This is an optimization exercise on Yosys and OpenROAD, whose aim is small area, a short achievable clock period and few clock cycles, not a production implementation. Where RTL was checked, it was by simulation tests only, not by an equivalence proof against the original. No functional check of the RTL was part of run 1. Power figures rest on the tool's default switching activity, not on a simulated workload.

--- flow/run.sh ---
#!/bin/bash
# The standard layout (the standard.sh: unchanged synthesis, floorplan,
# placement, clock tree and routing) with two changes to how it is made:
#  - the port buffers are buf_2 cells (every port still gets its own buffer);
#  - the timing repair steps are asked to leave a setup margin, so that the
#    design is optimised toward a clock period shorter than the
#    constraint's. The constraint file itself is not changed.
set -euo pipefail
export BUFFER_PORTS_ARGS="-buffer_cell sky130_fd_sc_hd__buf_2"
export SETUP_SLACK_MARGIN=14.8
bash standard.sh > standard.log 2>&1
--- standard.sh ---
#!/bin/bash
# synth_recipe.tcl (not shown) runs the flow's synth.tcl, then flattens the netlist and writes it again
# the make line also repeats each setting of config.mk as NAME=value (left out here)
make -C /OpenROAD-flow-scripts/flow DESIGN_CONFIG=/design/flow/config.mk WORK_HOME=/design/flow/orfs CLKGATE_MAP_FILE= SYNTH_SCRIPT=/design/flow/synth_recipe.tcl "${@:-finish}"
--- config.mk ---
export PLATFORM = sky130hd
export DESIGN_NAME = pcf8583_rtc
export DESIGN_NICKNAME = pcf8583_rtc
export VERILOG_FILES = /design/flow/design.v
export SDC_FILE = /design/flow/constraint.sdc
export NUM_CORES = 4
export LEC_CHECK = 0
export ABC_AREA = 1
export CAP_MARGIN = 20
export CORE_MARGIN = 2
export CORE_UTILIZATION = 55
export CTS_CLUSTER_DIAMETER = 100
export CTS_CLUSTER_SIZE = 26
export SLEW_MARGIN = 20
--- constraint.sdc ---
create_clock -name core_clock -period 20.0 [get_ports {clk}]
set_input_delay 4.0000 -clock core_clock [delete_from_list [all_inputs] [get_ports {clk}]]
set_output_delay 4.0000 -clock core_clock [all_outputs]
set_load 0.01 [all_outputs]
--- design.v ---
module pcf8583_divu (
    input  wire        clk,
    input  wire        rst,
    input  wire        start,
    input  wire [40:0] a,
    input  wire [17:0] b,
    input  wire [5:0]  n,
    output wire [40:0] quo,
    output wire [17:0] rem,
    output reg         done
);
    reg [40:0] q;
    reg [18:0] r;
    reg [17:0] d;
    reg [5:0]  cnt;
    reg        run;
    wire [19:0] trial = {r, q[40]} - {2'b00, d};
    always @(posedge clk) begin
        if (rst) begin
            run  <= 1'b0;
            done <= 1'b0;
            cnt  <= 6'd0;
            q    <= 41'd0;
            d    <= 18'd0;
            r    <= 19'd0;
        end else begin
            done <= 1'b0;
            if (start) begin
                q   <= a << (6'd41 - n);
                r   <= 19'd0;
                d   <= b;
                cnt <= n;
                run <= 1'b1;
            end else if (run) begin
                if (!trial[19]) begin
                    r <= trial[18:0];
                    q <= {q[39:0], 1'b1};
                end else begin
                    r <= {r[17:0], q[40]};
                    q <= {q[39:0], 1'b0};
                end
                cnt <= cnt - 6'd1;
                if (cnt == 6'd1) begin
                    run  <= 1'b0;
                    done <= 1'b1;
                end
            end
        end
    end
    assign quo = q;
    assign rem = r[17:0];
endmodule
module pcf8583_rtc (
    input  wire        clk,
    input  wire        rst,
    input  wire        scl_i,
    input  wire        sda_i,
    input  wire [39:0] host_now,
    input  wire [6:0]  host_cs,
    output wire        sda_o,
    output wire        busy
);
    localparam [40:0] KOFF = 41'd617564390400;    
    localparam [3:0] S_IDLE       = 4'd0;
    localparam [3:0] S_START_WAIT = 4'd1;
    localparam [3:0] S_GET_ADDR   = 4'd2;
    localparam [3:0] S_AW_ACK     = 4'd3;
    localparam [3:0] S_AR_ACK     = 4'd4;
    localparam [3:0] S_GET_REG    = 4'd5;
    localparam [3:0] S_REG_ACK    = 4'd6;
    localparam [3:0] S_READ       = 4'd7;
    localparam [3:0] S_READ_ACK   = 4'd8;
    localparam [3:0] S_WRITE      = 4'd9;
    localparam [3:0] S_WRITE_ACK  = 4'd10;
    localparam [4:0] E_IDLE   = 5'd0;
    localparam [4:0] E_MAIN   = 5'd1;
    localparam [4:0] E_P0     = 5'd2;
    localparam [4:0] E_P1     = 5'd3;
    localparam [4:0] E_P2     = 5'd4;
    localparam [4:0] E_P3     = 5'd5;
    localparam [4:0] E_P4     = 5'd6;
    localparam [4:0] E_P5     = 5'd7;
    localparam [4:0] E_P6     = 5'd8;
    localparam [4:0] E_P7     = 5'd9;
    localparam [4:0] E_D1     = 5'd10;
    localparam [4:0] E_D2     = 5'd11;
    localparam [4:0] E_MUL    = 5'd12;
    localparam [4:0] E_COMMIT = 5'd13;
    localparam [4:0] E_PSTART = 5'd14;
    localparam [4:0] E_D0     = 5'd15;
    localparam [4:0] E_D1B    = 5'd16;
    function [7:0] bcd7;
        input [6:0] v;
        begin
            bcd7 = (v / 7'd10) * 8'd16 + {1'b0, v % 7'd10};
        end
    endfunction
    function [10:0] st675;
        input [9:0] r; input b;
        reg ge;
        reg [9:0] ra, rb;
        begin
            ge = (r > 10'd337) || ((r == 10'd337) && b);
            ra = r - 10'd337;          
            rb = r - 10'd338;        
            if (!ge)   st675 = {1'b0, r[8:0], b};
            else if (b) st675 = {1'b1, ra[8:0], 1'b0};
            else        st675 = {1'b1, rb[8:0], 1'b1};
        end
    endfunction
    function [18:0] st146097;
        input [17:0] r; input b;
        reg ge;
        reg [17:0] ra, rb;
        begin
            ge = (r > 18'd73048) || ((r == 18'd73048) && b);
            ra = r - 18'd73048;          
            rb = r - 18'd73049;        
            if (!ge)   st146097 = {1'b0, r[16:0], b};
            else if (b) st146097 = {1'b1, ra[16:0], 1'b0};
            else        st146097 = {1'b1, rb[16:0], 1'b1};
        end
    endfunction
    function [2:0] st7;
        input [2:0] r; input b;
        reg [3:0] t;
        begin
            t = {r, b};
            st7 = (t >= 4'd7) ? t - 4'd7 : t[2:0];
        end
    endfunction
    function [11:0] st1461;
        input [10:0] r; input b;
        reg ge;
        reg [10:0] ra, rb;
        begin
            ge = (r > 11'd730) || ((r == 11'd730) && b);
            ra = r - 11'd730;          
            rb = r - 11'd731;        
            if (!ge)   st1461 = {1'b0, r[9:0], b};
            else if (b) st1461 = {1'b1, ra[9:0], 1'b0};
            else        st1461 = {1'b1, rb[9:0], 1'b1};
        end
    endfunction
    function [8:0] st225;
        input [7:0] r; input b;
        reg ge;
        reg [7:0] ra, rb;
        begin
            ge = (r > 8'd112) || ((r == 8'd112) && b);
            ra = r - 8'd112;          
            rb = r - 8'd113;        
            if (!ge)   st225 = {1'b0, r[6:0], b};
            else if (b) st225 = {1'b1, ra[6:0], 1'b0};
            else        st225 = {1'b1, rb[6:0], 1'b1};
        end
    endfunction
    function [4:0] st15;
        input [3:0] r; input b;
        reg ge;
        reg [3:0] ra, rb;
        begin
            ge = (r > 4'd7) || ((r == 4'd7) && b);
            ra = r - 4'd7;          
            rb = r - 4'd8;        
            if (!ge)   st15 = {1'b0, r[2:0], b};
            else if (b) st15 = {1'b1, ra[2:0], 1'b0};
            else        st15 = {1'b1, rb[2:0], 1'b1};
        end
    endfunction
    function isleapv;
        input [7:0] v; input [1:0] c4;
        begin
            if (v[1:0] != 2'd0)      isleapv = 1'b0;
            else if (v == 8'd0)      isleapv = (c4 == 2'd0);
            else if (v == 8'd100)    isleapv = (c4 == 2'd3);
            else                     isleapv = 1'b1;
        end
    endfunction
    function [4:0] mlen;
        input [3:0] m; input lp;
        begin
            if (m == 4'd2) mlen = lp ? 5'd29 : 5'd28;
            else if (m == 4'd4 || m == 4'd6 || m == 4'd9 || m == 4'd11) mlen = 5'd30;
            else mlen = 5'd31;
        end
    endfunction
    function [8:0] cumd;
        input [3:0] m; input lp;
        reg [8:0] c;
        begin
            case (m)
                4'd1:  c = 9'd0;   4'd2:  c = 9'd31;  4'd3:  c = 9'd59;
                4'd4:  c = 9'd90;  4'd5:  c = 9'd120; 4'd6:  c = 9'd151;
                4'd7:  c = 9'd181; 4'd8:  c = 9'd212; 4'd9:  c = 9'd243;
                4'd10: c = 9'd273; 4'd11: c = 9'd304; default: c = 9'd334;
            endcase
            cumd = c + ((m >= 4'd3 && lp) ? 9'd1 : 9'd0);
        end
    endfunction
    function [2:0] cum7;
        input [3:0] m; input lp;
        reg [2:0] c;
        begin
            case (m)
                4'd1:  c = 3'd0; 4'd2:  c = 3'd3; 4'd3:  c = 3'd3;
                4'd4:  c = 3'd6; 4'd5:  c = 3'd1; 4'd6:  c = 3'd4;
                4'd7:  c = 3'd6; 4'd8:  c = 3'd2; 4'd9:  c = 3'd5;
                4'd10: c = 3'd0; 4'd11: c = 3'd3; default: c = 3'd5;
            endcase
            if (m >= 4'd3 && lp) c = (c == 3'd6) ? 3'd0 : c + 3'd1;
            cum7 = c;
        end
    endfunction
    reg [39:0] hn_r;
    reg        rst_r;
    always @(posedge clk) begin
        hn_r  <= host_now;
        rst_r <= rst;
    end
    reg        scl_q, sda_q;
    reg [3:0]  ps;
    reg [2:0]  bc;
    reg [7:0]  sh;
    reg [7:0]  ptr;
    reg        sda_reg, busy_reg;
    reg        ev_start, ev_ring, ev_time, ev_ctrl, ev_halt, ev_res;
    reg [7:0]  ev_data;
    wire [7:0] ev_ptr = ptr - 8'd1;      
    reg [7:0]  nb;
    reg        nb_rdy;
    assign sda_o = sda_reg;
    assign busy  = busy_reg;
    wire op_ok    = !busy_reg;
    wire c_fall   = op_ok & scl_q & ~scl_i;
    wire c_edge   = op_ok & (scl_q ^ scl_i);
    wire d_edge   = op_ok & ~(scl_q ^ scl_i) & (sda_q ^ sda_i);
    wire c_start  = d_edge & scl_q & ~sda_i;
    wire c_stop   = d_edge & scl_q & sda_i;
    wire [7:0] shifted = {sh[6:0], sda_q};
    wire       bdone   = (bc == 3'd7);
    wire [7:0] ptr_inc = ptr + 8'd1;
    reg  [3:0] f_ps;
    reg  [2:0] f_bc;
    reg  [7:0] f_sh, f_ptr;
    reg        f_wr, f_sda;
    always @(*) begin
        f_ps  = ps;
        f_bc  = bc;
        f_sh  = sh;
        f_ptr = ptr;
        f_wr  = 1'b0;
        f_sda = 1'b1;
        case (ps)
            S_START_WAIT: f_ps = S_GET_ADDR;
            S_GET_ADDR: begin
                f_sh = shifted;
                f_bc = bc + 3'd1;
                if (bdone) begin
                    if (shifted == 8'hA0)      begin f_ps = S_AW_ACK; f_sda = 1'b0; end
                    else if (shifted == 8'hA1) begin f_ps = S_AR_ACK; f_sda = 1'b0; end
                    else                       f_ps = S_IDLE;
                end
            end
            S_AW_ACK: begin
                f_bc = 3'd0;
                f_ps = S_GET_REG;
            end
            S_GET_REG: begin
                f_sh = shifted;
                f_bc = bc + 3'd1;
                if (bdone) begin
                    f_ptr = shifted;
                    f_ps  = S_REG_ACK;
                    f_sda = 1'b0;
                end
            end
            S_REG_ACK, S_WRITE_ACK: begin
                f_bc = 3'd0;
                f_ps = S_WRITE;
            end
            S_WRITE: begin
                f_sh = shifted;
                f_bc = bc + 3'd1;
                if (bdone) begin
                    f_ptr = ptr_inc;
                    f_ps  = S_WRITE_ACK;
                    f_wr  = 1'b1;
                    f_sda = 1'b0;
                end
            end
            S_AR_ACK: begin
                f_sh  = nb;
                f_bc  = 3'd0;
                f_ps  = S_READ;
                f_sda = nb[7];
            end
            S_READ: begin
                f_bc = bc + 3'd1;
                f_sh = {sh[6:0], 1'b0};
                if (bdone) begin
                    f_ps  = S_READ_ACK;
                    f_sda = 1'b0;
                end else begin
                    f_sda = sh[6];
                end
            end
            S_READ_ACK: begin
                if (!sda_q) begin
                    f_ptr = ptr_inc;
                    f_sh  = nb;
                    f_bc  = 3'd0;
                    f_ps  = S_READ;
                    f_sda = nb[7];
                end else begin
                    f_ps = S_IDLE;
                end
            end
            default: ;
        endcase
    end
    wire w_ring = f_wr && (ptr[7:3] != 5'd0);
    wire w_time = f_wr && (ptr[7:3] == 5'd0) && (ptr[2:0] >= 3'd2) && (ptr[2:0] <= 3'd6);
    wire w_ctrl = f_wr && (ptr == 8'd0);
    reg [1983:0] ring;
    reg [7:0]    rc;
    reg [4:0]    clr_cnt;
    wire         clr = (clr_cnt != 5'd0);
    reg          pw_valid;
    reg [7:0]    pw_idx;
    reg [7:0]    pw_data;
    reg [7:0]    ws_r;        
    wire         wfire = pw_valid && (ws_r[3:0] == 4'd0);
    wire [7:0]   pw_wd = clr ? 8'd0 : pw_data;
    wire [127:0] tap_src;
    genvar gk, gi;
    generate
        for (gk = 0; gk < 16; gk = gk + 1) begin : g_tap
            localparam integer SRC = (gk == 0) ? 247 : 16 * gk - 1;
            assign tap_src[8*gk +: 8] = ring[8*SRC +: 8];
        end
        for (gi = 0; gi < 248; gi = gi + 1) begin : g_ring
            if (gi % 16 == 0) begin : g_t
                always @(posedge clk)
                    ring[8*gi +: 8] <= (clr || (wfire && ws_r[7:4] == (gi / 16))) ? pw_wd :
                                       tap_src[8*(gi/16) +: 8];
            end else begin : g_s
                always @(posedge clk)
                    ring[8*gi +: 8] <= ring[8*(gi-1) +: 8];
            end
        end
    endgenerate
    function [7:0] slot_next;
        input [7:0] idx; input [7:0] c;
        reg [8:0] s, m;
        begin
            s = {1'b0, idx} + {1'b0, c} + 9'd1;
            m = s - 9'd248;
            slot_next = m[8] ? s[7:0] : m[7:0];
        end
    endfunction
    reg [4:0]  eph;
    reg        ejob_w;        
    reg [2:0]  emode;
    reg [7:0]  wv;            
    reg [2:0]  wx;            
    reg [3:0]  ecnt;
    reg        pend, pend_add;
    reg        snap_valid;
    reg [6:0]  cs_snap;
    reg [7:0]  ctrl;
    reg        halted, am_pm;
    reg [27:0] eq;            
    reg [9:0]  r1;
    reg [17:0] r2;
    reg [6:0]  low7;
    reg [2:0]  w7;
    reg [1:0]  qb;
    reg [3:0]  mr;
    wire [11:0] dp = r2[11:0];
    wire [8:0]  dq = r1[8:0];
    wire [11:0] dr = eq[11:0];
    reg [5:0]  f_sc, f_mi;
    reg [4:0]  f_hr, f_dom;
    reg [3:0]  f_mon;
    reg [6:0]  f_w;           
    reg [1:0]  f_c4;          
    reg [2:0]  f_wd;
    reg [40:0] offK, latchK;
    wire [7:0] tgt   = (ps == S_READ || ps == S_READ_ACK) ? ptr_inc : ptr;
    wire [7:0] tidx  = {tgt[7:3] - 5'd1, tgt[2:0]};
    reg  [7:0] tgt_r, ts_r;
    wire       tring_r = (tgt_r[7:3] != 5'd0);
    wire       thit  = (ts_r[3:0] == 4'd0);
    wire [7:0] tapv  = tap_src[8*ts_r[7:4] +: 8];
    wire [7:0] tidx_r = {tgt_r[7:3] - 5'd1, tgt_r[2:0]};
    wire       pconf_r = pw_valid && (pw_idx == tidx_r);
    wire       pconf = pw_valid && (pw_idx == tidx);
    wire [4:0] h12 = (f_hr == 5'd0) ? 5'd12 : (f_hr > 5'd12) ? f_hr - 5'd12 : f_hr;
    reg  [6:0] raw7;
    reg  [7:0] ext8;
    always @(*) begin
        raw7 = 7'd0;
        ext8 = 8'd0;
        case (tgt[2:0])
            3'd1: raw7 = cs_snap;
            3'd2: raw7 = {1'b0, f_sc};
            3'd3: raw7 = {1'b0, f_mi};
            3'd4: begin
                raw7 = {2'b00, am_pm ? h12 : f_hr};
                ext8 = am_pm ? {1'b1, (f_hr >= 5'd12), 6'd0} : 8'd0;
            end
            3'd5: begin raw7 = {2'b00, f_dom}; ext8 = {f_w[1:0], 6'd0}; end
            3'd6: begin raw7 = {3'b000, f_mon}; ext8 = {f_wd + 3'd1, 5'd0}; end
            default: ;
        endcase
    end
    reg  [7:0] pre8;
    reg  [7:0] pre_ext;
    reg        pre_bcd;
    wire [7:0] regbyte = pre_bcd ? (bcd7(pre8[6:0]) | pre_ext) : pre8;
    wire       tsnap_r = (tgt_r[2:0] >= 3'd2) && (tgt_r[2:0] <= 3'd6);
    wire ld_ok = nb_rdy && (tgt == tgt_r) && !((tgt[7:3] != 5'd0) && pconf);
    wire wpre     = ejob_w && (eph != E_IDLE) && (eph != E_PSTART);
    wire proc_add = ev_halt | ev_res | ev_start | ev_time;
    wire do_commit = (eph == E_COMMIT) && !proc_add;
    wire do_pstart = (eph == E_PSTART) && !proc_add;
    reg        add_lat;       
    reg [1:0]  add_bs;        
    always @(*) begin
        if (ev_halt) begin
            add_lat = 1'b0; add_bs = 2'd1;
        end else if (ev_res) begin
            add_lat = 1'b1; add_bs = 2'd2;
        end else if (ev_start || ev_time) begin
            add_lat = halted;
            add_bs  = halted ? 2'd0 : 2'd1;
        end else if (eph == E_COMMIT) begin
            add_lat = halted; add_bs = 2'd3;
        end else begin
            add_lat = 1'b1;
            add_bs  = pend_add ? 2'd3 : 2'd0;
        end
    end
    wire [40:0] hn_x  = {hn_r[39], hn_r};
    wire [40:0] add_a = add_lat ? latchK : offK;
    wire [40:0] add_b = (add_bs == 2'd1) ? hn_x :
                        (add_bs == 2'd2) ? ~hn_x :
                        (add_bs == 2'd3) ? {{13{eq[27]}}, eq} : 41'd0;
    wire [40:0] sum   = add_a + add_b + {40'd0, (add_bs == 2'd2)};
    wire start_direct = ev_start && !wpre;
    wire div_load = start_direct || ev_time || do_pstart;
    integer j;
    reg [9:0]  m_r1;
    reg [27:0] m_eq;
    reg [1:0]  m_q;
    reg [10:0] s1;
    always @(*) begin
        m_r1 = r1; m_eq = eq; m_q = 2'd0;
        for (j = 0; j < 2; j = j + 1) begin
            s1   = st675(m_r1, m_eq[27]);
            m_eq = {m_eq[26:0], 1'b0};
            m_r1 = s1[9:0];
            m_q  = {m_q[0], s1[10]};
        end
    end
    reg [17:0] m_r2;
    reg [2:0]  m_w7;
    reg [1:0]  m_q2;
    reg [18:0] s2;
    always @(*) begin
        m_r2 = r2; m_w7 = w7; m_q2 = 2'd0;
        for (j = 0; j < 2; j = j + 1) begin
            s2   = st146097(m_r2, qb[1 - j]);
            m_r2 = s2[17:0];
            m_q2 = {m_q2[0], s2[18]};
            m_w7 = st7(m_w7, qb[1 - j]);
        end
    end
    wire [8:0]  h1  = st225(r1[9:2], r1[1]);
    wire [8:0]  h2  = st225(h1[7:0], r1[0]);
    wire [7:0]  h_r = h2[7:0];
    wire [1:0]  h_q = {h1[8], h2[8]};
    wire [17:0] xz  = {m_r2[17:2], 2'b11};           
    reg  [3:0]  mn_r;
    reg  [2:0]  mn_q;
    reg  [4:0]  s4;
    always @(*) begin
        mn_r = mr;
        mn_q = 3'd0;
        for (j = 0; j < 3; j = j + 1) begin
            s4   = st15(mn_r, r1[9 - j]);
            mn_r = s4[3:0];
            mn_q = {mn_q[1:0], s4[4]};
        end
    end
    reg  [10:0] z_r;
    reg  [6:0]  z_eq;
    reg  [11:0] s5;
    always @(*) begin
        z_r  = r2[10:0];
        z_eq = eq[6:0];
        for (j = 0; j < 2; j = j + 1) begin
            if (eph != E_P5 || j == 0) begin
                s5   = st1461(z_r, z_eq[6]);
                z_r  = s5[10:0];
                z_eq = {z_eq[5:0], s5[11]};
            end
        end
    end
    wire [8:0] ny = r2[10:2];
    wire [3:0] mp = (ny >= 9'd337) ? 4'd11 : (ny >= 9'd306) ? 4'd10 : (ny >= 9'd275) ? 4'd9 :
                    (ny >= 9'd245) ? 4'd8  : (ny >= 9'd214) ? 4'd7  : (ny >= 9'd184) ? 4'd6 :
                    (ny >= 9'd153) ? 4'd5  : (ny >= 9'd122) ? 4'd4  : (ny >= 9'd92)  ? 4'd3 :
                    (ny >= 9'd61)  ? 4'd2  : (ny >= 9'd31)  ? 4'd1  : 4'd0;
    reg  [8:0] mstart;
    always @(*) begin
        case (mr)
            4'd0: mstart = 9'd0;   4'd1: mstart = 9'd31;  4'd2: mstart = 9'd61;
            4'd3: mstart = 9'd92;  4'd4: mstart = 9'd122; 4'd5: mstart = 9'd153;
            4'd6: mstart = 9'd184; 4'd7: mstart = 9'd214; 4'd8: mstart = 9'd245;
            4'd9: mstart = 9'd275; 4'd10: mstart = 9'd306; default: mstart = 9'd337;
        endcase
    end
    wire [8:0] dom9 = ny - mstart + 9'd1;
    wire       jan  = (mr >= 4'd10);
    wire [3:0] mon4 = jan ? mr - 4'd9 : mr + 4'd3;
    wire [3:0] wd4  = {1'b0, w7} + 4'd3;
    wire [2:0] wdn  = (wd4 >= 4'd7) ? wd4[2:0] - 3'd7 : wd4[2:0];
    wire [7:0] v_sec  = ev_data[7:4] * 8'd10 + {4'd0, ev_data[3:0]};
    wire [5:0] v_dom  = ev_data[5:4] * 6'd10 + {2'd0, ev_data[3:0]};
    wire [4:0] v_m5   = (ev_data[4] ? 5'd10 : 5'd0) + {1'b0, ev_data[3:0]};
    wire [4:0] v_m12  = (v_m5 >= 5'd24) ? v_m5 - 5'd24 : (v_m5 >= 5'd12) ? v_m5 - 5'd12 : v_m5;
    wire [5:0] v_hour = ev_data[7] ? ({1'b0, v_m12} + (ev_data[6] ? 6'd12 : 6'd0)) : v_dom;
    wire [2:0] v_wday = (ev_data[7:5] == 3'd0) ? 3'd6 : ev_data[7:5] - 3'd1;
    wire [1:0] v_ma   = (v_m5 == 5'd0) ? 2'd0 : (v_m5 <= 5'd12) ? 2'd1 :
                        (v_m5 <= 5'd24) ? 2'd2 : 2'd3;
    wire [3:0] v_mn   = (v_m5 == 5'd0) ? 4'd12 : (v_m5 <= 5'd12) ? v_m5[3:0] :
                        (v_m5 <= 5'd24) ? v_m5[3:0] - 4'd12 : 4'd1;
    reg  [7:0] wv_n;
    reg  [2:0] wx_n;
    always @(*) begin
        wx_n = 3'd0;
        case (ev_ptr[2:0])
            3'd2, 3'd3: wv_n = v_sec;
            3'd4:       wv_n = {2'd0, v_hour};
            3'd5:       begin wv_n = {2'd0, v_dom}; wx_n = {1'b0, ev_data[7:6]}; end
            default:    begin wv_n = {2'd0, v_ma, v_mn}; wx_n = v_wday; end
        endcase
    end
    wire [1:0] y4     = f_w[1:0];
    wire [3:0] lp_n = {isleapv({1'b0, f_w}, f_c4), isleapv({1'b0, f_w} - 8'd1, f_c4),
                       isleapv({1'b0, f_w} + 8'd1, f_c4), isleapv({1'b0, f_w[6:2], 2'b00}, f_c4)};
    wire lp_y   = mr[3];
    wire lp_ym1 = mr[2];
    wire lp_yp1 = mr[1];
    wire lp_b   = mr[0];
    reg  [3:0]  m1;
    reg  [1:0]  rel;          
    reg  [1:0]  y1m4;
    reg         l1;
    reg  [11:0] g_day;
    reg  [4:0]  dom_adj;
    wire [4:0]  lm = mlen(f_mon, lp_y);
    wire [2:0]  kd = {1'b0, wx[1:0]} - {1'b0, y1m4};    
    always @(*) begin
        if (wv[5:0] == 6'd0) begin
            m1  = (f_mon == 4'd1) ? 4'd12 : f_mon - 4'd1;
            rel = (f_mon == 4'd1) ? 2'd3 : 2'd0;
        end else if (wv[5:0] <= {1'b0, lm}) begin
            m1  = f_mon;
            rel = 2'd0;
        end else begin
            m1  = (f_mon == 4'd12) ? 4'd1 : f_mon + 4'd1;
            rel = (f_mon == 4'd12) ? 2'd1 : 2'd0;
        end
        y1m4 = y4 + rel;
        l1   = (rel == 2'd1 && y4 == 2'd3) ? lp_yp1 : lp_b;
        case (kd)
            3'd1:    g_day = 12'd365;
            3'd2:    g_day = 12'd730;
            3'd3:    g_day = 12'd1095;
            3'd7:    g_day = -12'd365;
            3'd6:    g_day = -12'd730;
            3'd5:    g_day = -12'd1095;
            default: g_day = 12'd0;
        endcase
        dom_adj = f_dom;
        if (m1 <= 4'd2 && l1) begin
            if (wx[1:0] != 2'd0 && y1m4 == 2'd0) dom_adj = f_dom - 5'd1;
            if (wx[1:0] == 2'd0 && y1m4 != 2'd0) dom_adj = f_dom + 5'd1;
        end
    end
    wire [1:0]  ma = wv[5:4];
    wire [3:0]  mn = wv[3:0];
    reg  [11:0] jy;
    reg  [2:0]  jy7;
    reg         lpn;
    always @(*) begin
        case (ma)
            2'd0: begin
                jy = lp_ym1 ? -12'd366 : -12'd365; jy7 = lp_ym1 ? 3'd5 : 3'd6; lpn = lp_ym1;
            end
            2'd1: begin jy = 12'd0; jy7 = 3'd0; lpn = lp_y; end
            2'd2: begin
                jy = lp_y ? 12'd366 : 12'd365; jy7 = lp_y ? 3'd2 : 3'd1; lpn = lp_yp1;
            end
            default: begin
                jy = 12'd730 + {11'd0, lp_y} + {11'd0, lp_yp1};
                jy7 = 3'd2 + {2'd0, lp_y} + {2'd0, lp_yp1};
                lpn = 1'b0;
            end
        endcase
    end
    wire [4:0] w7s  = {2'd0, f_wd} + {2'd0, jy7} + {2'd0, cum7(mn, lpn)} +
                      5'd7 - {2'd0, cum7(f_mon, lp_y)};
    wire [2:0] wd1  = dr[4:0] % 5'd7;
    wire [11:0] dval = dp - {3'd0, dq} + dr;
    reg  signed [2:0] bdig;       
    reg  signed [2:0] bd_r;       
    wire [3:0] ecnt_n = (eph == E_D2) ? ((emode == 3'd3) ? 4'd2 : (emode == 3'd4) ? 4'd5 : 4'd7)
                                      : ecnt - 4'd1;
    always @(*) begin
        bdig = 3'sd0;
        case (emode)
            3'd3: case (ecnt_n)       
                      4'd3: bdig = 3'sd1;  4'd1: bdig = -3'sd1;  default: ;
                  endcase
            3'd4: case (ecnt_n)       
                      4'd6: bdig = 3'sd1;  4'd4: bdig = -3'sd2;  4'd2: bdig = 3'sd1;
                      default: ;
                  endcase
            default: case (ecnt_n)    
                      4'd8, 4'd7, 4'd6: bdig = 3'sd1;
                      4'd4: bdig = 3'sd2;  4'd3: bdig = -3'sd2;
                      default: ;
                  endcase
        endcase
    end
    wire [27:0] dx    = {{16{dp[11]}}, dp};
    wire [27:0] bterm = (bd_r == 3'sd2 || bd_r == -3'sd2) ? {dx[26:0], 1'b0} :
                        (bd_r == 3'sd0) ? 28'd0 : dx;
    wire        bneg  = bd_r[2];
    wire [27:0] mul_n = {eq[25:0], 2'b00} + (bterm ^ {28{bneg}}) + {27'd0, bneg};
    always @(posedge clk) begin
        if (rst_r) begin
            scl_q    <= 1'b1;
            sda_q    <= 1'b1;
            ps       <= S_IDLE;
            ptr      <= 8'd0;
            sda_reg  <= 1'b1;
            ev_start <= 1'b0;
            ev_ring  <= 1'b0;
            ev_time  <= 1'b0;
            ev_ctrl  <= 1'b0;
            ev_halt  <= 1'b0;
            ev_res   <= 1'b0;
        end else begin
            if (c_edge) scl_q <= scl_i;
            if (d_edge) sda_q <= sda_i;
            if (c_fall) begin
                ps      <= f_ps;
                bc      <= f_bc;
                sh      <= f_sh;
                ptr     <= f_ptr;
                sda_reg <= f_sda;
            end else if (c_start) begin
                ps      <= S_START_WAIT;
                bc      <= 3'd0;
                sda_reg <= 1'b1;
            end else if (c_stop) begin
                ps      <= S_IDLE;
                sda_reg <= 1'b1;
            end
            ev_start <= c_start;
            if (c_start) cs_snap <= host_cs;
            ev_ring  <= c_fall & w_ring;
            ev_time  <= c_fall & w_time;
            ev_ctrl  <= c_fall & w_ctrl;
            ev_halt  <= c_fall & w_ctrl & shifted[7] & !halted;
            ev_res   <= c_fall & w_ctrl & !shifted[7] & halted;
        end
        ev_data <= shifted;
    end
    always @(posedge clk) begin
        if (rst || rst_r)
            busy_reg <= 1'b1;
        else
            busy_reg <= (((ps == S_AR_ACK) || (ps == S_READ_ACK)) && !ld_ok) ||
                        ((ps == S_WRITE) && (bc == 3'd7) && (pw_valid || ev_ring ||
                         ((ptr[7:3] == 5'd0) && (ptr[2:0] != 3'd1) && (ptr[2:0] != 3'd7) &&
                          ejob_w && (eph != E_IDLE))));
    end
    always @(posedge clk) begin
        rc <= (rc == 8'd247) ? 8'd0 : rc + 8'd1;
        ws_r  <= slot_next(ev_ring ? {ev_ptr[7:3] - 5'd1, ev_ptr[2:0]} : pw_idx, rc);
        tgt_r <= tgt;
        ts_r  <= slot_next(tidx, rc);
        pre8    <= (tgt[2:0] == 3'd0) ? ctrl : {1'b0, raw7};
        pre_ext <= ext8;
        pre_bcd <= (tgt[2:0] != 3'd0) && (tgt[2:0] != 3'd7);
        if (rst_r) begin
            ctrl       <= 8'd0;
            halted     <= 1'b0;
            am_pm      <= 1'b0;
            offK       <= KOFF;
            rc         <= 8'd0;
            clr_cnt    <= 5'd16;
            pw_valid   <= 1'b0;
            nb_rdy     <= 1'b0;
            eph        <= E_IDLE;
            ejob_w     <= 1'b0;
            pend       <= 1'b0;
            snap_valid <= 1'b0;
        end else begin
            if (ev_ctrl) ctrl <= ev_data;
            if (ev_halt) begin
                latchK <= sum;
                halted <= 1'b1;
            end
            if (ev_res) begin
                offK   <= sum;
                halted <= 1'b0;
            end
            if (ev_time && ev_ptr[2:0] == 3'd4) am_pm <= ev_data[7];
            if (clr) clr_cnt <= clr_cnt - 5'd1;
            if (ev_ring) begin
                pw_valid <= 1'b1;
                pw_idx   <= {ev_ptr[7:3] - 5'd1, ev_ptr[2:0]};
                pw_data  <= ev_data;
            end else if (wfire) begin
                pw_valid <= 1'b0;
            end
            if (ev_start || ev_ring || ev_time || ev_ctrl || tgt != tgt_r) begin
                nb_rdy <= 1'b0;
            end else if (!tring_r) begin
                nb     <= regbyte;
                nb_rdy <= !tsnap_r || snap_valid;
            end else if (pconf_r) begin
                nb_rdy <= 1'b0;
            end else if (thit) begin
                nb     <= tapv;
                nb_rdy <= !clr;
            end
            if (ev_start) begin
                snap_valid <= 1'b0;
                if (wpre) begin
                    pend     <= 1'b1;
                    pend_add <= !halted;
                    if (!halted) latchK <= sum;
                end else begin
                    pend <= 1'b0;
                end
            end
            if (ev_time) begin
                snap_valid <= 1'b0;
                wv    <= wv_n;
                wx    <= wx_n;
                emode <= ev_ptr[2:0];
            end
            if (div_load) begin
                ejob_w <= ev_time;
                eph    <= E_MAIN;
                ecnt   <= 4'd0;
                r1     <= {4'd0, sum[40:35]};
                eq     <= sum[34:7];
                low7   <= sum[6:0];
                r2     <= 18'd0;
                w7     <= 3'd0;
                qb     <= 2'd0;
                if (do_pstart) pend <= 1'b0;
            end else begin
                case (eph)
                    E_MAIN: begin
                        r1 <= m_r1; eq <= m_eq; qb <= m_q;
                        r2 <= m_r2; w7 <= m_w7;
                        ecnt <= ecnt + 4'd1;
                        if (ecnt == 4'd13) eph <= E_P0;
                    end
                    E_P0: begin
                        r2   <= m_r2; w7 <= m_w7;
                        qb   <= 2'b11;
                        r1   <= {h_r, low7[6:5]};
                        low7 <= {low7[4:0], 2'b00};
                        f_hr <= {3'd0, h_q};
                        eph  <= E_P1;
                    end
                    E_P1: begin
                        f_c4 <= m_q2;
                        r2   <= {7'd0, xz[17:7]};
                        eq   <= {21'd0, xz[6:0]};
                        r1   <= {h_r, low7[6:5]};
                        low7 <= {low7[4:0], 2'b00};
                        f_hr <= {f_hr[2:0], h_q};
                        eph  <= E_P2;
                    end
                    E_P2: begin
                        r2   <= {7'd0, z_r};
                        eq   <= {21'd0, z_eq};
                        mr   <= h1[7:4];
                        r1   <= {h1[3:0], r1[0], low7[6], 4'd0};
                        f_hr <= {f_hr[3:0], h1[8]};
                        eph  <= E_P3;
                    end
                    E_P3: begin
                        r2   <= {7'd0, z_r};
                        eq   <= {21'd0, z_eq};
                        mr   <= mn_r;
                        r1   <= {r1[6:0], 3'd0};
                        f_mi <= {3'd0, mn_q};
                        eph  <= E_P4;
                    end
                    E_P4: begin
                        r2   <= {7'd0, z_r};
                        eq   <= {21'd0, z_eq};
                        f_mi <= {f_mi[2:0], mn_q};
                        f_sc <= {mn_r, low7[5:4]};
                        eph  <= (ejob_w && emode <= 3'd4) ? E_D1 : E_P5;
                    end
                    E_P5: begin
                        r2  <= {7'd0, z_r};
                        eq  <= {21'd0, z_eq};
                        eph <= E_P6;
                    end
                    E_P6: begin
                        mr  <= mp;
                        eph <= E_P7;
                    end
                    E_P7: begin
                        f_dom <= dom9[4:0];
                        f_mon <= mon4;
                        f_w   <= eq[6:0] + {6'd0, jan};
                        f_wd  <= wdn;
                        if (ejob_w) begin
                            eph <= E_D0;
                        end else begin
                            eph        <= E_IDLE;
                            snap_valid <= 1'b1;
                        end
                    end
                    E_D0: begin
                        mr  <= lp_n;
                        eph <= E_D1;
                    end
                    E_D1: begin
                        case (emode)
                            3'd2: begin r2 <= {10'd0, wv}; r1 <= {4'd0, f_sc}; eq <= 28'd0; end
                            3'd3: begin r2 <= {10'd0, wv}; r1 <= {4'd0, f_mi}; eq <= 28'd0; end
                            3'd4: begin r2 <= {10'd0, wv}; r1 <= {5'd0, f_hr}; eq <= 28'd0; end
                            3'd5: begin r2 <= {10'd0, wv}; r1 <= {5'd0, dom_adj}; eq <= {16'd0, g_day}; end
                            default: begin
                                r2 <= {6'd0, jy + {3'd0, cumd(mn, lpn)}};
                                r1 <= {1'b0, cumd(f_mon, lp_y)};
                                eq <= {23'd0, w7s};
                            end
                        endcase
                        eph <= (emode == 3'd6) ? E_D1B : E_D2;
                    end
                    E_D1B: begin
                        if (emode == 3'd6) eq <= {16'd0, {9'd0, wx} - {9'd0, wd1}};
                        eph <= E_D2;
                    end
                    E_D2: begin
                        r2 <= {6'd0, dval};
                        eq <= {{16{dval[11]}}, dval};
                        bd_r <= bdig;
                        case (emode)
                            3'd2:    begin ecnt <= 4'd0; eph <= E_COMMIT; end
                            3'd3:    begin ecnt <= 4'd2; eph <= E_MUL; end
                            3'd4:    begin ecnt <= 4'd5; eph <= E_MUL; end
                            default: begin ecnt <= 4'd7; eph <= E_MUL; end
                        endcase
                    end
                    E_MUL: begin
                        eq   <= mul_n;
                        bd_r <= bdig;
                        ecnt <= ecnt - 4'd1;
                        if (ecnt == 4'd0) eph <= E_COMMIT;
                    end
                    E_COMMIT: begin
                        if (do_commit) begin
                            if (halted) latchK <= sum;
                            else        offK   <= sum;
                            eph <= pend ? E_PSTART : E_IDLE;
                        end
                    end
                    default: ;
                endcase
            end
        end
    end
endmodule
==> results.py, run 1 <==
metrics = {
    "detailed_routing": {
        "drtIter0Drc": 4895,
        "drtPass1Iterations": 6,
        "wl_um": 191000,
        "viasPerCell": 5.32,
        "vias": 50400,
        "avgRoutedWirePerCell_um": 20.1,
        "postRouteAntennaNets": 0,
        "drc_errors": 0,
    },
    "synthesis": {
        "ys_warn_count": 1,
        "synthMuxAreaShare_pct": 0.298,
        "ys_ff_latch": 2408,
        "synth_compound_area_share_pct": 9.92,
        "synthDistinctLibCells": 80,
        "synthXorXnorAreaFrac_pct": 2.21,
        "netlist.area_leader.share_pct": 56.9,
        "synthesis.area_um2": 77300,
        "syn_inst": 7508,
        "yosys.area_share.simple_pct": 13.1,
        "synth_most_common_cell": "dfxtp_1",
        "synthAdderAreaFrac_pct": 4.59,
        "synth_seq_area_share_pct": 65.2,
        "ys_top_cells_by_area": "dfxtp_1, edfxtp_1, nand2_1",
        "synthTopCellsByCount": "dfxtp_1, nand2_1, inv_1",
        "synth_edf_count": 214,
        "synth_top_area_cell": "dfxtp_1",
        "synth_top_family_by_area": "simple AND/OR/NAND/NOR gates",
        "async_reset_ff_share_pct": 0,
        "synth-main-ff-cell": "dfxtp_1",
        "synth.avg_cell_area_um2": 10.3,
    },
    "final_layout": {
        "reg_top3": "ring x1984, latchK x41, offK x41",
        "drive_gt1_share_pct": 6.04,
        "nNetsFinal": 7877,
        "syn2layout_area_growth_pct": 7.34,
        "largest-register": "ring",
        "largest_reg_flops": 1984,
        "utilization_pct": 59.4,
    },
    "outcome": {
        "outcome": "no timing/DRC/antenna violations",
    },
    "worst_setup_path": {
        "crit_chain": "buf_6",
        "worst-path-stages": 1,
        "crit_required_ns": 16.00,
        "reg2reg_to": "eq[4]",
        "cp_data_arrival_time_ns": 1.38,
        "endpoint": "busy",
        "worst-setup-path-type": "flop to output port",
        "crit_start": "busy_reg",
        "rr_worst_depth": 26,
        "critPathMaxFanout": 3,
        "end_kind": "output port",
        "critical_path.max_stage_delay_ns": 0.45,
        "r2r-start": "f_mon[1]",
        "cpMaxStageDelayCell": "dfxtp_4",
        "rrSetupSlack_ns": 15.13,
        "crit_buf_inv": 1,
        "start_kind": "flop",
        "cpLargestDelayFamily": "flip-flops",
    },
    "timing": {
        "worst_pin_slew_ns": 1.14,
        "fin_crit_sh_pct": 26.9,
        "rsz0062_at_grt": "true",
        "final_hold_viol_count": 0,
        "fin_setup_tns_ns": 0,
        "period_minus_slack_ns": 5.38,
        "fin_hold_ws_ns": 0.314,
        "fin_skew_ns": 0.0389,
        "maxSlewHeadroom_pct": 23.8,
        "fmax_mhz": 186,
        "maxSlewViolCount": 0,
        "finalSetupViolCount": 0,
    },
    "floorplanning": {
        "die_h_um": 379,
        "core-area_um2": 140000,
        "ios": 53,
        "initial_utilization_pct": 55.4,
        "die-area_um2": 143000,
        "rows": 137,
        "die_w_um": 379,
    },
    "placement": {
        "port_buffers": 52,
        "hpwl_um": 140000,
        "place.gp.congestion": 0.950,
    },
    "global_route": {
        "grt_max_degree": 70,
        "antenna_found_initial": 9,
        "grt_util_all_layers_pct": 26.3,
        "grt_pass1_vias": 46600,
        "overflow": 0,
        "grt_pass1_wl_um": 286000,
    },
    "cts": {
        "clk_latency_ns": 0.79,
        "cts_max_level": 3,
        "tritoncts": "built",
        "clk_path_buf_depth": 3,
        "cts_buffers": 107,
        "cts_root_buffer": "clkbuf_16",
        "path_clk_slew_ns": 0.11,
        "clkSinkCount": 2408,
        "ctsHoldBuffers": 0,
    },
    "pwr": {
        "powerDensity_nw_per_um2": 144,
        "ir_drop_mv": 0.102,
        "power_uw": 12000,
        "leakage_uw": 0.0356,
    },
    "run": {
        "max_cap_violations": 0,
    },
    "hold_path": {
        "hold_class": "flop to flop",
    },
}
-- cells in the final DEF, fill, tap and decap left out, types with 12 or more instances in the layout --
| cell type | synthesis | layout |
|---|---|---|
| xor2_1 | 141 | 141 |
| fa_1 | 27 | 26 |
| nand3_1 | 293 | 293 |
| nand2_4 | 15 | 16 |
| o22ai_1 | 33 | 33 |
| or2_2 | 22 | 22 |
| o21a_1 | 13 | 13 |
| o21bai_1 | 15 | 15 |
| inv_1 | 697 | 693 |
| o211ai_1 | 72 | 72 |
| nand4_1 | 52 | 52 |
| buf_2 | 15 | 51 |
| nand2_1 | 1274 | 1271 |
| a22oi_1 | 21 | 21 |
| nor2_2 | 9 | 15 |
| o221ai_1 | 60 | 60 |
| nor4_1 | 17 | 15 |
| nand2_2 | 25 | 27 |
| edfxtp_1 | 214 | 214 |
| dfxtp_1 | 2194 | 2188 |
| nand3_2 | 15 | 14 |
| o21ai_0 | 636 | 629 |
| a31oi_1 | 44 | 42 |
| nor2_1 | 509 | 501 |
| a21oi_1 | 309 | 305 |
| clkinv_1 | 13 | 14 |
| a21o_1 | 12 | 12 |
| nor3_1 | 77 | 76 |
| mux2_2 | 16 | 16 |
| a211oi_1 | 28 | 27 |
| buf_4 | 10 | 67 |
| o21ai_1 | 24 | 26 |
| inv_2 | 26 | 28 |
| clkbuf_16 | 0 | 112 |
| xnor2_1 | 52 | 52 |
| ha_1 | 240 | 240 |
-- layout make-up --
| type | instances | area, µm² |
|---|---|---|
| clock inverters | 17 | 293 |
| repair buffers | 123 | 846 |
| multi-input cells | 4177 | 23400 |
| diodes | 6 | 15.0 |
| inverters | 742 | 2810 |
| well taps | 1876 | 2350 |
| clock buffers | 122 | 2820 |
| flip-flops and latches | 2408 | 50400 |
| fillers | 12000 | 56600 |
-- through the flow --
step	worst slack (ns)	area [µm²]	instances
finish	14.62	82900	9471
global route	14.58	82900	9467
CTS	14.57	82700	9453
detailed placement	13.90	79500	9313
global placement	13.11	79500	9312
floorplan	14.80	77300	7510
-- kinds of logic (layout without fill, tap and decap cells) --
kind of cell / Yosys count / in the layout
xor+xnor: 194 / 194
other cells: 2 / 10
compound gates: 1333 / 1333
simple gates: 2358 / 2358
fa+ha+maj: 267 / 267
buf+inv: 925 / 1004
flops: 2408 / 2408
mux: 21 / 21
-- power by group --
part | switching (µW) | internal, µW | leakage (µW)
combinational | 2440 | 1060 | 0.0143
sequential | 348 | 5650 | 0.0198
clock | 1450 | 1030 | 0.00152
-- what timing repair did --
item / in CTS / in global routing
cloned: 0 / 1
endpoints found under the setup margin: 60 / 50
setup buffers: 1 / 11
gates resized for setup: 19 / 25
pin swaps: 1 / 3
-- worst min-delay path by stage --
stage	start	end	cells past startpoint
after floorplan	ring[992]	ring[1000]	0
after global placement	ring[1123]	ring[1131]	0
after detailed placement	ring[1213]	ring[1221]	0
after CTS	ring[1025]	ring[1033]	0
after global routing	ring[994]	ring[1002]	0
final	ring[707]	ring[715]	0
-- layer usage --
metal	up-vias	share of wire [%]	routed length, µm	global-route usage [%]
met5	-	0.013	25	0
met2	1551	42	80700	39.9
li1	24600	-	-	-
met1	23900	48	91100	39.0
met4	4	3.5	6710	8.02
met3	308	6.4	12200	3.80
==> run 2: changes to the inputs <==
--- a/design.v
+++ b/design.v
@@ -212,10 +212,9 @@
             cum7 = c;
         end
     endfunction
-    reg [39:0] hn_r;
+    reg [39:0] hn_r;          
     reg        rst_r;
     always @(posedge clk) begin
-        hn_r  <= host_now;
         rst_r <= rst;
     end
     reg        scl_q, sda_q;
@@ -225,7 +224,7 @@
     reg [7:0]  ptr;
     reg        sda_reg, busy_reg;
     reg        ev_start, ev_ring, ev_time, ev_ctrl, ev_halt, ev_res;
-    reg [7:0]  ev_data;
+    wire [7:0] ev_data = sh;             
     wire [7:0] ev_ptr = ptr - 8'd1;      
     reg [7:0]  nb;
     reg        nb_rdy;
@@ -386,7 +385,7 @@
     reg [6:0]  f_w;           
     reg [1:0]  f_c4;          
     reg [2:0]  f_wd;
-    reg [40:0] offK, latchK;
+    reg [40:0] tb;
     wire [7:0] tgt   = (ps == S_READ || ps == S_READ_ACK) ? ptr_inc : ptr;
     wire [7:0] tidx  = {tgt[7:3] - 5'd1, tgt[2:0]};
     reg  [7:0] tgt_r, ts_r;
@@ -425,25 +424,16 @@
     wire proc_add = ev_halt | ev_res | ev_start | ev_time;
     wire do_commit = (eph == E_COMMIT) && !proc_add;
     wire do_pstart = (eph == E_PSTART) && !proc_add;
-    reg        add_lat;       
     reg [1:0]  add_bs;        
     always @(*) begin
-        if (ev_halt) begin
-            add_lat = 1'b0; add_bs = 2'd1;
-        end else if (ev_res) begin
-            add_lat = 1'b1; add_bs = 2'd2;
-        end else if (ev_start || ev_time) begin
-            add_lat = halted;
-            add_bs  = halted ? 2'd0 : 2'd1;
-        end else if (eph == E_COMMIT) begin
-            add_lat = halted; add_bs = 2'd3;
-        end else begin
-            add_lat = 1'b1;
-            add_bs  = pend_add ? 2'd3 : 2'd0;
-        end
+        if (ev_halt)                     add_bs = 2'd1;
+        else if (ev_res)                 add_bs = 2'd2;
+        else if (ev_start || ev_time)    add_bs = halted ? 2'd0 : 2'd1;
+        else if (eph == E_COMMIT)        add_bs = 2'd3;
+        else                             add_bs = pend_add ? 2'd1 : 2'd0;
     end
     wire [40:0] hn_x  = {hn_r[39], hn_r};
-    wire [40:0] add_a = add_lat ? latchK : offK;
+    wire [40:0] add_a = tb;
     wire [40:0] add_b = (add_bs == 2'd1) ? hn_x :
                         (add_bs == 2'd2) ? ~hn_x :
                         (add_bs == 2'd3) ? {{13{eq[27]}}, eq} : 41'd0;
@@ -642,6 +632,9 @@
                         (bd_r == 3'sd0) ? 28'd0 : dx;
     wire        bneg  = bd_r[2];
     wire [27:0] mul_n = {eq[25:0], 2'b00} + (bterm ^ {28{bneg}}) + {27'd0, bneg};
+    wire hn_hold = pend || (ev_start && wpre);
+    always @(posedge clk)
+        if (c_start || !hn_hold) hn_r <= host_now;
     always @(posedge clk) begin
         if (rst_r) begin
             scl_q    <= 1'b1;
@@ -680,7 +673,6 @@
             ev_halt  <= c_fall & w_ctrl & shifted[7] & !halted;
             ev_res   <= c_fall & w_ctrl & !shifted[7] & halted;
         end
-        ev_data <= shifted;
     end
     always @(posedge clk) begin
         if (rst || rst_r)
@@ -703,7 +695,7 @@
             ctrl       <= 8'd0;
             halted     <= 1'b0;
             am_pm      <= 1'b0;
-            offK       <= KOFF;
+            tb         <= KOFF;
             rc         <= 8'd0;
             clr_cnt    <= 5'd16;
             pw_valid   <= 1'b0;
@@ -715,11 +707,11 @@
         end else begin
             if (ev_ctrl) ctrl <= ev_data;
             if (ev_halt) begin
-                latchK <= sum;
+                tb     <= sum;
                 halted <= 1'b1;
             end
             if (ev_res) begin
-                offK   <= sum;
+                tb     <= sum;
                 halted <= 1'b0;
             end
             if (ev_time && ev_ptr[2:0] == 3'd4) am_pm <= ev_data[7];
@@ -747,7 +739,6 @@
                 if (wpre) begin
                     pend     <= 1'b1;
                     pend_add <= !halted;
-                    if (!halted) latchK <= sum;
                 end else begin
                     pend <= 1'b0;
                 end
@@ -879,8 +870,7 @@
                     end
                     E_COMMIT: begin
                         if (do_commit) begin
-                            if (halted) latchK <= sum;
-                            else        offK   <= sum;
+                            tb  <= sum;
                             eph <= pend ? E_PSTART : E_IDLE;
                         end
                     end
--- a/flow/run.sh
+++ b/flow/run.sh
@@ -7,5 +7,5 @@
 #    constraint's. The constraint file itself is not changed.
 set -euo pipefail
 export BUFFER_PORTS_ARGS="-buffer_cell sky130_fd_sc_hd__buf_2"
-export SETUP_SLACK_MARGIN=14.8
+export SETUP_SLACK_MARGIN=14.9
 bash standard.sh > standard.log 2>&1
==> config.mk (replaced) <==
export PLATFORM = sky130hd
export DESIGN_NAME = pcf8583_rtc
export DESIGN_NICKNAME = pcf8583_rtc
export VERILOG_FILES = /design/flow/design.v
export SDC_FILE = /design/flow/constraint.sdc
export NUM_CORES = 4
export LEC_CHECK = 0
export CAP_MARGIN = 20
export CORE_MARGIN = 2
export CORE_UTILIZATION = 70
export CTS_CLUSTER_DIAMETER = 90
export CTS_CLUSTER_SIZE = 24
export SLEW_MARGIN = 20
==> results.py, run 2 <==
metrics = {
    "outcome": {
        "outcome": "no timing/DRC/antenna violations",
    },
    "worst_setup_path": {
        "crit_chain": "buf_6",
        "start_kind": "flop",
        "rr_worst_depth": 20,
        "cpLargestDelayFamily": "flip-flops",
        "crit_buf_inv": 1,
        "rrSetupSlack_ns": 15.04,
        "reg2reg_to": "eq[5]",
        "critPathMaxFanout": 2,
        "cpMaxStageDelayCell": "dfxtp_2",
        "r2r-start": "eq[4]",
        "worst-path-stages": 1,
        "end_kind": "output port",
        "crit_start": "sda_reg",
        "endpoint": "sda_o",
        "crit_required_ns": 16.00,
        "critical_path.max_stage_delay_ns": 0.35,
        "worst-setup-path-type": "flop to output port",
        "cp_data_arrival_time_ns": 1.20,
    },
    "cts": {
        "clkSinkCount": 2360,
        "tritoncts": "built",
        "cts_root_buffer": "clkbuf_16",
        "path_clk_slew_ns": 0.10,
        "clk_path_buf_depth": 3,
        "cts_max_level": 3,
        "cts_buffers": 113,
        "clk_latency_ns": 0.78,
        "ctsHoldBuffers": 0,
    },
    "final_layout": {
        "largest_reg_flops": 1984,
        "fillCellCount": 6235,
        "nNetsFinal": 6576,
        "syn2layout_area_growth_pct": 7.84,
        "final_cells": 7683,
        "reg_top3": "ring x1984, tb x41, hn_r x40",
        "utilization_pct": 76.1,
        "layout_common_cells": "dfxtp_1, nand2_1, nor2_1, a21oi_1, ha_1",
        "final-seq-area_um2": 49400,
        "largest-register": "ring",
        "final_common_cell": "dfxtp_1",
        "drive_gt1_share_pct": 8.60,
        "multi_input_area_um2": 23700,
    },
    "timing": {
        "fmax_mhz": 192,
        "finalSetupViolCount": 0,
        "period_minus_slack_ns": 5.20,
        "fin_hold_ws_ns": 0.292,
        "maxSlewViolCount": 0,
        "worst_pin_slew_ns": 1.24,
        "final_hold_viol_count": 0,
        "fin_setup_tns_ns": 0,
        "rsz0062_at_grt": "true",
        "fin_skew_ns": 0.0740,
        "fin_crit_sh_pct": 26.0,
        "maxSlewHeadroom_pct": 16.9,
    },
    "detailed_routing": {
        "wl_um": 194000,
        "drtPass1Iterations": 8,
        "avgRoutedWirePerCell_um": 25.3,
        "postRouteAntennaNets": 0,
        "drc_errors": 0,
        "viasPerCell": 6.15,
        "vias": 47300,
        "drtIter0Drc": 5414,
    },
    "pwr": {
        "combPwrFrac_pct": 3.0,
        "pwr-share-clk_pct": 33.7,
        "p_sw_uw": 1680,
        "intPower_uw": 5920,
        "seq_power_share_pct": 63.2,
        "ir_drop_mv": 0.116,
        "netSwitchingFraction_pct": 22.1,
        "leakage_uw": 0.0314,
        "powerDensity_nw_per_um2": 94.8,
    },
    "hold_path": {
        "hp-start": "ring[272]",
        "whs_path_depth": 0,
        "hold_class": "flop to flop",
    },
    "synthesis": {
        "synthesis.area_um2": 74300,
        "async_reset_ff_share_pct": 0,
        "ys_warn_count": 1,
        "synthTopCellsByCount": "dfxtp_1, nand2_1, nor2_1",
        "ys_top_cells_by_area": "dfxtp_1, edfxtp_1, ha_1",
        "netlist.area_leader.share_pct": 57.8,
        "synth_top_area_cell": "dfxtp_1",
        "syn_inst": 6192,
        "synth-main-ff-cell": "dfxtp_1",
        "synth_most_common_cell": "dfxtp_1",
        "synthDistinctLibCells": 112,
        "synth_seq_area_share_pct": 66.5,
        "synth_edf_count": 214,
        "ys_ff_latch": 2360,
        "synth.avg_cell_area_um2": 12.0,
    },
    "run": {
        "max_cap_violations": 0,
    },
    "floorplanning": {
        "rows": 119,
        "die_w_um": 330,
        "initial_utilization_pct": 70.6,
        "die-area_um2": 109000,
        "die_h_um": 330,
        "core-area_um2": 105000,
        "ios": 53,
    },
    "placement": {
        "dp.cells": 7463,
        "port_buffers": 52,
        "place.gp.congestion": 0.984,
        "hpwl_um": 123000,
    },
    "global_route": {
        "grt_pass1_vias": 46500,
        "antenna_found_initial": 15,
        "overflow": 0,
        "grt_pass1_wl_um": 288000,
        "grt_max_degree": 70,
        "grt_util_all_layers_pct": 35.1,
    },
}
[run 2: cell types whose count changed after synthesis, sizes merged, moves of 59 or more]
| cell | delta |
|---|---|
| nand2 | -821 |
| inv | -517 |
| o21ai | -422 |
| nand3 | -206 |
| mux2i | +152 |
| xnor2 | +145 |
| nor2 | -82 |
| xor2 | -59 |
[run 2: layout make-up]
class                           count  share of cell area (%)
Timing Repair Buffer              162                    1.46
Sequential cell                  2360                    61.7
Antenna cell                        4                  0.0125
Clock inverter                     19                   0.434
Tap cell                         1391                    2.17
Multi-Input combinational cell   3399                    29.6
Inverter                          218                    1.04
Clock buffer                      130                    3.61
[run 2: metal layers]
metal  vias to the layer above  part of all wire [%]  GRT usage [%]
met4                        20                   5.9           17.7
li1                      21400                     -              -
met1                     22800                    39           45.4
met5                         -                 0.072              0
met3                       662                   8.1           6.21
met2                      2393                    47           57.3
[run 2: kinds of logic (layout without fill, tap and decap cells)]
| family | after synthesis | in the layout | share of synthesized area (%) |
|---|---|---|---|
| adder cells (fa/ha/maj) | 271 | 271 | 4.84 |
| flip-flops | 2360 | 2360 | 66.5 |
| XOR/XNOR | 281 | 281 | 3.34 |
| AND/OR/NAND/NOR | 1431 | 1431 | 8.79 |
| AO/OA/AOI/OAI | 1172 | 1172 | 10.3 |
| other | 2 | 8 | 0.0101 |
| multiplexers | 240 | 240 | 4.00 |
| buffers and inverters | 435 | 529 | 2.28 |
[run 2: stage by stage]
step / setup WS, ns / area, µm² / total power [µW]
after floorplan: 14.85 / 74400 / 5060
after global placement: 13.67 / 75900 / 5110
after detailed placement: 13.43 / 75900 / 5120
after CTS: 14.76 / 79400 / 7590
after global routing: 14.77 / 80100 / 7780
final: 14.80 / 80100 / 7590
[run 2: worst min path at each step]
stage / end / slack (ns)
finish: ring[280] / 0.29
CTS: ring[270] / 0.28
global route: ring[270] / 0.28
floorplan: ring[1000] / 0.31
detailed placement: ring[1172] / 0.31
global placement: ring[39] / 0.31
[run 2: timing repair]
item / in CTS / in global routing
setup buffers: 16 / 45
pin swaps: 4 / 10
setup endpoints to repair: 63 / 74
gates resized for setup: 43 / 60
cloned: 0 / 1
[run 2: worst reg2reg max path, delay by kind of cell, from the launching register on]
family | cells | cell delay [ns]
mux | 1 | 0.27
compound gates | 11 | 2.04
buf+inv | 2 | 0.42
flops | 1 | 0.71
fa+ha+maj | 1 | 0.25
simple gates | 5 | 1.02
[run 2: power by group through the flow]
stage          sequential [µW]  combinational, µW  clock, µW
6_report                  4800                230       2560
3_5_place_dp              4910                209          0
3_3_place_gp              4910                203          0
2_1_floorplan             4900                158          0
4_1_cts                   4800                221       2570
5_1_grt                   4800                247       2730
Testbench counts of run 2, summed over its fixed seeds: cycles 117,868.
==> run 3: changes to the inputs <==
--- a/flow/run.sh
+++ b/flow/run.sh
@@ -7,5 +7,5 @@
 #    constraint's. The constraint file itself is not changed.
 set -euo pipefail
 export BUFFER_PORTS_ARGS="-buffer_cell sky130_fd_sc_hd__buf_2"
-export SETUP_SLACK_MARGIN=14.9
+export SETUP_SLACK_MARGIN=14.8
 bash standard.sh > standard.log 2>&1
--- a/config.mk
+++ b/config.mk
@@ -7,7 +7,7 @@
 export LEC_CHECK = 0
 export CAP_MARGIN = 20
 export CORE_MARGIN = 2
-export CORE_UTILIZATION = 70
-export CTS_CLUSTER_DIAMETER = 90
+export CORE_UTILIZATION = 55
+export CTS_CLUSTER_DIAMETER = 100
 export CTS_CLUSTER_SIZE = 24
 export SLEW_MARGIN = 20
==> results.py, run 3 <==
metrics = {
    "cts": {
        "tritoncts": "built",
        "cts_max_level": 3,
        "ctsHoldBuffers": 0,
        "clk_path_buf_depth": 3,
        "path_clk_slew_ns": 0.10,
        "cts_root_buffer": "clkbuf_16",
        "clkSinkCount": 2360,
        "clk_latency_ns": 0.79,
        "cts_buffers": 110,
    },
    "detailed_routing": {
        "top_layer": "met4",
        "avgRoutedWirePerCell_um": 21.2,
        "route.met2.wl_um": 76300,
        "wl_um": 171000,
        "postRouteAntennaNets": 0,
        "met1_length_um": 81000,
        "drtIter0Drc": 3489,
        "vias": 44300,
        "drc_errors": 0,
        "drtPass1Iterations": 9,
        "wl_met3_um": 8620,
        "viasPerCell": 5.50,
    },
    "worst_setup_path": {
        "end_kind": "output port",
        "critical_path.max_stage_delay_ns": 0.36,
        "crit_buf_inv": 1,
        "crit_required_ns": 16.00,
        "cp_data_arrival_time_ns": 1.23,
        "cpLargestDelayFamily": "flip-flops",
        "start_kind": "flop",
        "critPathMaxFanout": 2,
        "worst-setup-path-type": "flop to output port",
        "cpMaxStageDelayCell": "dfxtp_2",
        "crit_chain": "buf_6",
    },
    "synthesis": {
        "netlist.area_leader.share_pct": 57.8,
        "synth_most_common_cell": "dfxtp_1",
        "synth_top_area_cell": "dfxtp_1",
        "synthTopCellsByCount": "dfxtp_1, nand2_1, nor2_1",
        "synth_seq_area_share_pct": 66.5,
        "synth.avg_cell_area_um2": 12.0,
        "ys_warn_count": 1,
        "synth-main-ff-cell": "dfxtp_1",
        "synth_edf_count": 214,
        "async_reset_ff_share_pct": 0,
        "ys_ff_latch": 2360,
        "synthDistinctLibCells": 112,
        "syn_inst": 6192,
        "synthesis.area_um2": 74300,
        "ys_top_cells_by_area": "dfxtp_1, edfxtp_1, ha_1",
    },
    "timing": {
        "rsz0062_at_grt": "true",
        "fin_setup_tns_ns": 0,
        "fin_hold_ws_ns": 0.269,
        "final_hold_viol_count": 0,
        "fmax_mhz": 191,
        "maxSlewViolCount": 0,
        "fin_skew_ns": 0.0888,
        "maxSlewHeadroom_pct": 26.5,
        "period_minus_slack_ns": 5.23,
        "finalSetupViolCount": 0,
        "fin_crit_sh_pct": 26.1,
        "worst_pin_slew_ns": 1.10,
    },
    "final_layout": {
        "largest_reg_flops": 1984,
        "fin_area_um2": 80300,
        "final_common_cell": "dfxtp_1",
        "final-seq-area_um2": 49400,
        "largest-register": "ring",
        "nNetsFinal": 6571,
        "multi_input_area_um2": 23600,
        "syn2layout_area_growth_pct": 8.09,
        "drive_gt1_share_pct": 8.39,
        "layout_common_cells": "dfxtp_1, nand2_1, nor2_1, a21oi_1, ha_1",
        "fillCellCount": 11000,
        "reg_top3": "ring x1984, tb x41, hn_r x40",
    },
    "floorplanning": {
        "core-area_um2": 134000,
        "die-area_um2": 138000,
        "ios": 53,
        "rows": 134,
        "die_h_um": 372,
        "initial_utilization_pct": 55.5,
        "die_w_um": 372,
    },
    "global_route": {
        "grt_max_degree": 70,
        "grt_pass1_wl_um": 256000,
        "antenna_found_initial": 7,
        "overflow": 0,
        "grt_pass1_vias": 41700,
        "grt_util_all_layers_pct": 24.4,
    },
    "pwr": {
        "leakage_uw": 0.0313,
        "powerDensity_nw_per_um2": 92.7,
        "power_uw": 7450,
        "ir_drop_mv": 0.105,
    },
    "placement": {
        "port_buffers": 52,
        "dpl_cell_area_um2": 76500,
        "hpwl_um": 121000,
        "place.gp.congestion": 0.944,
    },
    "hold_path": {
        "hold_class": "flop to flop",
    },
    "run": {
        "max_cap_violations": 0,
    },
    "outcome": {
        "outcome": "no timing/DRC/antenna violations",
    },
}
[run 3: path summary, 6_finish.rpt]
| check | from | to | slack (ns) | depth (start not counted) |
|---|---|---|---|---|
| worst min-delay path | ring[1] | ring[9] | 0.27 | 0 |
| worst max register to register | r2[2] | r2[6] | 14.98 | 15 |
| worst min register to register | ring[1] | ring[9] | 0.27 | 0 |
| worst max-delay path | sda_reg | sda_o | 14.77 | 1 |
[run 3: cell type report]
class	instances	area share, %
antenna	3	0.00935
clock buffer	128	3.51
clock inverter	14	0.357
inverter	218	1.04
multi-input combinational	3399	29.4
sequential	2360	61.5
tap	1768	2.75
timing repair buffer	160	1.36
[run 3: repair_timing]
action | in CTS | in global routing
gates resized for setup | 34 | 54
cloned | 0 | 1
setup buffers | 12 | 39
pin swaps | 3 | 6
setup endpoints to repair | 71 | 59
[run 3: cell families (layout without fill, tap and decap cells)]
logic type	after synthesis	in the layout	synth area share [%]
AOI/OAI and AO/OA	1172	1172	10.3
xor gates and xnor gates	281	281	3.34
adders and majority gates	271	271	4.84
buffers and inverters	435	520	2.28
DFF	2360	2360	66.5
muxes	240	240	4.00
other	2	7	0.0101
and+or+nand+nor	1431	1431	8.79
[run 3: routing by layer]
| layer | vias up | track usage, % |
|---|---|---|
| li1 | 21400 | - |
| met1 | 21500 | 35.5 |
| met2 | 1148 | 38.4 |
| met3 | 236 | 2.79 |
| met4 | 0 | 7.50 |
| met5 | - | 0 |
[run 3: report_power, final]
| part | switching [µW] | internal, µW | leakage, µW |
|---|---|---|---|
| Combinational | 142 | 79.9 | 0.0105 |
| Sequential | 20.5 | 4780 | 0.0193 |
| Clock | 1400 | 1030 | 0.00150 |
[run 3: metrics by stage]
stage	instances	util, %	setup WS, ns
6_report	8050	60.0	14.77
3_5_place_dp	7853	57.2	13.19
2_1_floorplan	6194	-	14.80
5_1_grt	8048	60.0	14.70
4_1_cts	8007	59.6	14.69
3_3_place_gp	7853	57.1	13.30

==> static timing again, ports no longer ideal <==
The results above use ideal ports. As a check the final layouts listed here were re-extracted and re-timed, cells and wires unchanged. Step 1 (the two cells are an assumption about what drives the block):
set clk [get_ports {clk}]
set_driving_cell -lib_cell sky130_fd_sc_hd__clkbuf_16 $clk
set_driving_cell -lib_cell sky130_fd_sc_hd__buf_2 [delete_from_list [all_inputs] $clk]
Step 2, shift: input delay + t, output delay - t, t = (earliest + latest rising clock arrival at the registers) / 2. This alone moves slack from input paths to output paths. a / b / c = no drivers / after step 1 / after step 2; a / b = the first two.
run	shift t [ns]	setup slack, ns	hold WS [ns]	worst register clock-pin slew, ns	pins driven straight from the clock port
run 1	0.843	14.624 / 14.545 / 14.012	0.314 / 0.314 / 0.314	0.11 / 0.11	1
run 2	0.818	14.796 / 14.716 / 14.345	0.292 / 0.292 / 0.292	0.11 / 0.11	1
run 3	0.811	14.771 / 14.698 / 14.346	0.269 / 0.269 / 0.269	0.11 / 0.11	1
After both steps setup and hold are still met in every run listed. For run 1, which loses most, drivers alone change the setup slack by -0.079 ns; drivers and shift together by -0.612 ns.
